Context: an optimization exercise on an open-source flow, tuned for small area, a short achievable clock period and few clock cycles per item. The choices shown serve that exercise and are no tape-out recipe. Function was checked by simulation only, so behaviour that the tests miss may differ from the original. Power and IR drop assume default switching activity.

rev 12:
Design qam_demap_pack, start of the top module:
module qam_demap_pack (
    input  wire               clk,
    input  wire               rst,         
    input  wire               cfg_we,
    input  wire [3:0]         cfg_idx,
    input  wire signed [15:0] cfg_re,
    input  wire signed [15:0] cfg_im,
    input  wire [3:0]         cfg_code,
    input  wire               in_valid,
    output wire               in_ready,
    input  wire signed [15:0] in_re,
    input  wire signed [15:0] in_im,
    input  wire               in_last,
    output reg                out_valid,
    input  wire               out_ready,
    output reg  [7:0]         out_char,
    output reg                out_last,
    output wire               idle
);
clock: 13.0 ns
lec_check: 0
cap_margin: 20
core_margin: 2
core_utilization: 40
slew_margin: 20
run.sh (not shown) runs the stock make flow with config.mk's settings and CLKGATE_MAP_FILE= SYNTH_SCRIPT=/design/flow/synth_recipe.tcl, a recipe that flattens the netlist after the stock synthesis.
Rev 12 | status: complete | timing, DRC, antenna: pass
Testbench counts of rev 12, summed over its fixed seeds: cycles 2,080, symbols 2,048.
### rev 12 -> rev 13
Settings: swapping 40 for 55 in CORE_UTILIZATION; putting SETUP_SLACK_MARGIN at 5 where nothing was set.
Relative to rev 12, synthesis-to-finish area growth has decreased by 1.0 points in rev 13. Going from rev 12 to rev 13, setup slack went up 0.72 ns; post-synth net total level. Relative to rev 12, the number of cells after detailed placement of rev 13 is lower by 6.2%. STATUS reg2reg setup slack: rev 13 wins against rev 12. Filler-free cell count of the finished design (higher): rev 12.


qam_demap_pack, a different RTL version from the one above (not shown whole).
Size: roughly 7600 cells after synthesis, ~980 flip-flops, ~90 I/O pins, about 78000 um^2 of cells after synthesis.
==> flow/config.mk <==
export PLATFORM = sky130hd
export DESIGN_NAME = qam_demap_pack
export DESIGN_NICKNAME = qam_demap_pack
export VERILOG_FILES = /design/flow/design.v
export SDC_FILE = /design/flow/constraint.sdc
export NUM_CORES = 4
export LEC_CHECK = 0
export CAP_MARGIN = 20
export CORE_MARGIN = 2
export CORE_UTILIZATION = 55
export SETUP_SLACK_MARGIN = 5
export SLEW_MARGIN = 20
==> flow/constraint.sdc <==
create_clock -name core_clock -period 13.0 [get_ports {clk}]
set_input_delay 2.6000 -clock core_clock [delete_from_list [all_inputs] [get_ports {clk}]]
set_output_delay 2.6000 -clock core_clock [all_outputs]
set_load 0.01 [all_outputs]
standard.sh (not shown) runs the stock make flow with config.mk's settings and CLKGATE_MAP_FILE= SYNTH_SCRIPT=/design/flow/synth_recipe.tcl, a recipe that flattens the netlist after the stock synthesis.
==> flow/flow/run.sh <==
#!/bin/bash
set -euo pipefail
sed 's/SETUP_SLACK_MARGIN=[0-9.]*/SETUP_SLACK_MARGIN=7/' standard.sh > standard_margin7.sh
bash standard_margin7.sh > standard.log 2>&1
Testbench counts at the start, summed over its fixed seeds: cycles 2,080, symbols 2,048.
Next try:
==> flow/run.sh (new file) <==
#!/bin/bash
# synth_recipe.tcl (not shown) runs the flow's synth.tcl, then flattens the netlist and writes it again
# the make line also repeats each setting of config.mk as NAME=value (left out here)
make -C /OpenROAD-flow-scripts/flow DESIGN_CONFIG=/design/flow/config.mk WORK_HOME=/design/flow/orfs CLKGATE_MAP_FILE= SYNTH_SCRIPT=/design/flow/synth_recipe.tcl finish
removed: flow/flow/run.sh
removed: flow/standard.sh
=>
- final cell count went down by a few percent
- non-clock buffer count went down by 248
- core utilization went down by 2.3 points
- combinational power went down by roughly a tenth
- fmax went down by about a fifth
- power went down by a few percent
- global-route usage went down by 1.7 points
Next try:
==> flow/flow/run.sh (new file) <==
#!/bin/bash
set -euo pipefail
sed 's/SETUP_SLACK_MARGIN=[0-9.]*/SETUP_SLACK_MARGIN=8/' standard.sh > standard_margin8.sh
bash standard_margin8.sh > standard.log 2>&1
==> flow/standard.sh (new file) <==
#!/bin/bash
# synth_recipe.tcl (not shown) runs the flow's synth.tcl, then flattens the netlist and writes it again
# the make line also repeats each setting of config.mk as NAME=value (left out here)
make -C /OpenROAD-flow-scripts/flow DESIGN_CONFIG=/design/flow/config.mk WORK_HOME=/design/flow/orfs CLKGATE_MAP_FILE= SYNTH_SCRIPT=/design/flow/synth_recipe.tcl "${@:-finish}"
removed: flow/run.sh
Total power grows by 4.7%.
Cell count is higher by 4.5%.
Critical path depth drops by 3.
Wire length increases by 8.2%.
Synthesized area stays the same.
Count of clock-buffer cells in the layout does not change.
Maximum frequency went up by 19%.
Hold slack loses 43 ps.
Design area goes up by 7.8%.
First-iteration DRC count increases by 15%.
Die area does not change.

[port drivers added, routing unchanged]
The flow's constraints put no driver on any port. The routed layouts listed below were extracted and timed again, unchanged, in two steps.
Step 1 sets driving cells, clkbuf_16 on the clock port and buf_2 on the other inputs (assumed; they add their load-dependent delay and slew).
Step 2, shift: input delay + t, output delay - t, t = (earliest + latest rising clock arrival at the registers) / 2. This alone moves slack from input paths to output paths.
Slacks: ideal / step 1 / step 2; pairs: ideal / step 1.
run	t, ns	slack for setup (ns)	worst setup path after step 2	slew at the worst register clock pin (ns)	worst data-port slew with drivers (ns)
rev 12	0.840	4.610 / 4.610 / 4.610	register to register	0.07 / 0.07	0.08
rev 13	0.836	5.329 / 5.329 / 5.329	register to register	0.07 / 0.07	0.22
the first run of note 2	0.824	6.409 / 6.409 / 6.409	register to register	0.09 / 0.09	0.08
the second run of note 2	0.802	5.187 / 5.187 / 5.187	register to register	0.07 / 0.07	0.17
the third run of note 2	0.815	6.426 / 6.426 / 6.426	register to register	0.09 / 0.09	0.09
After both steps setup and hold are still met in every run listed.
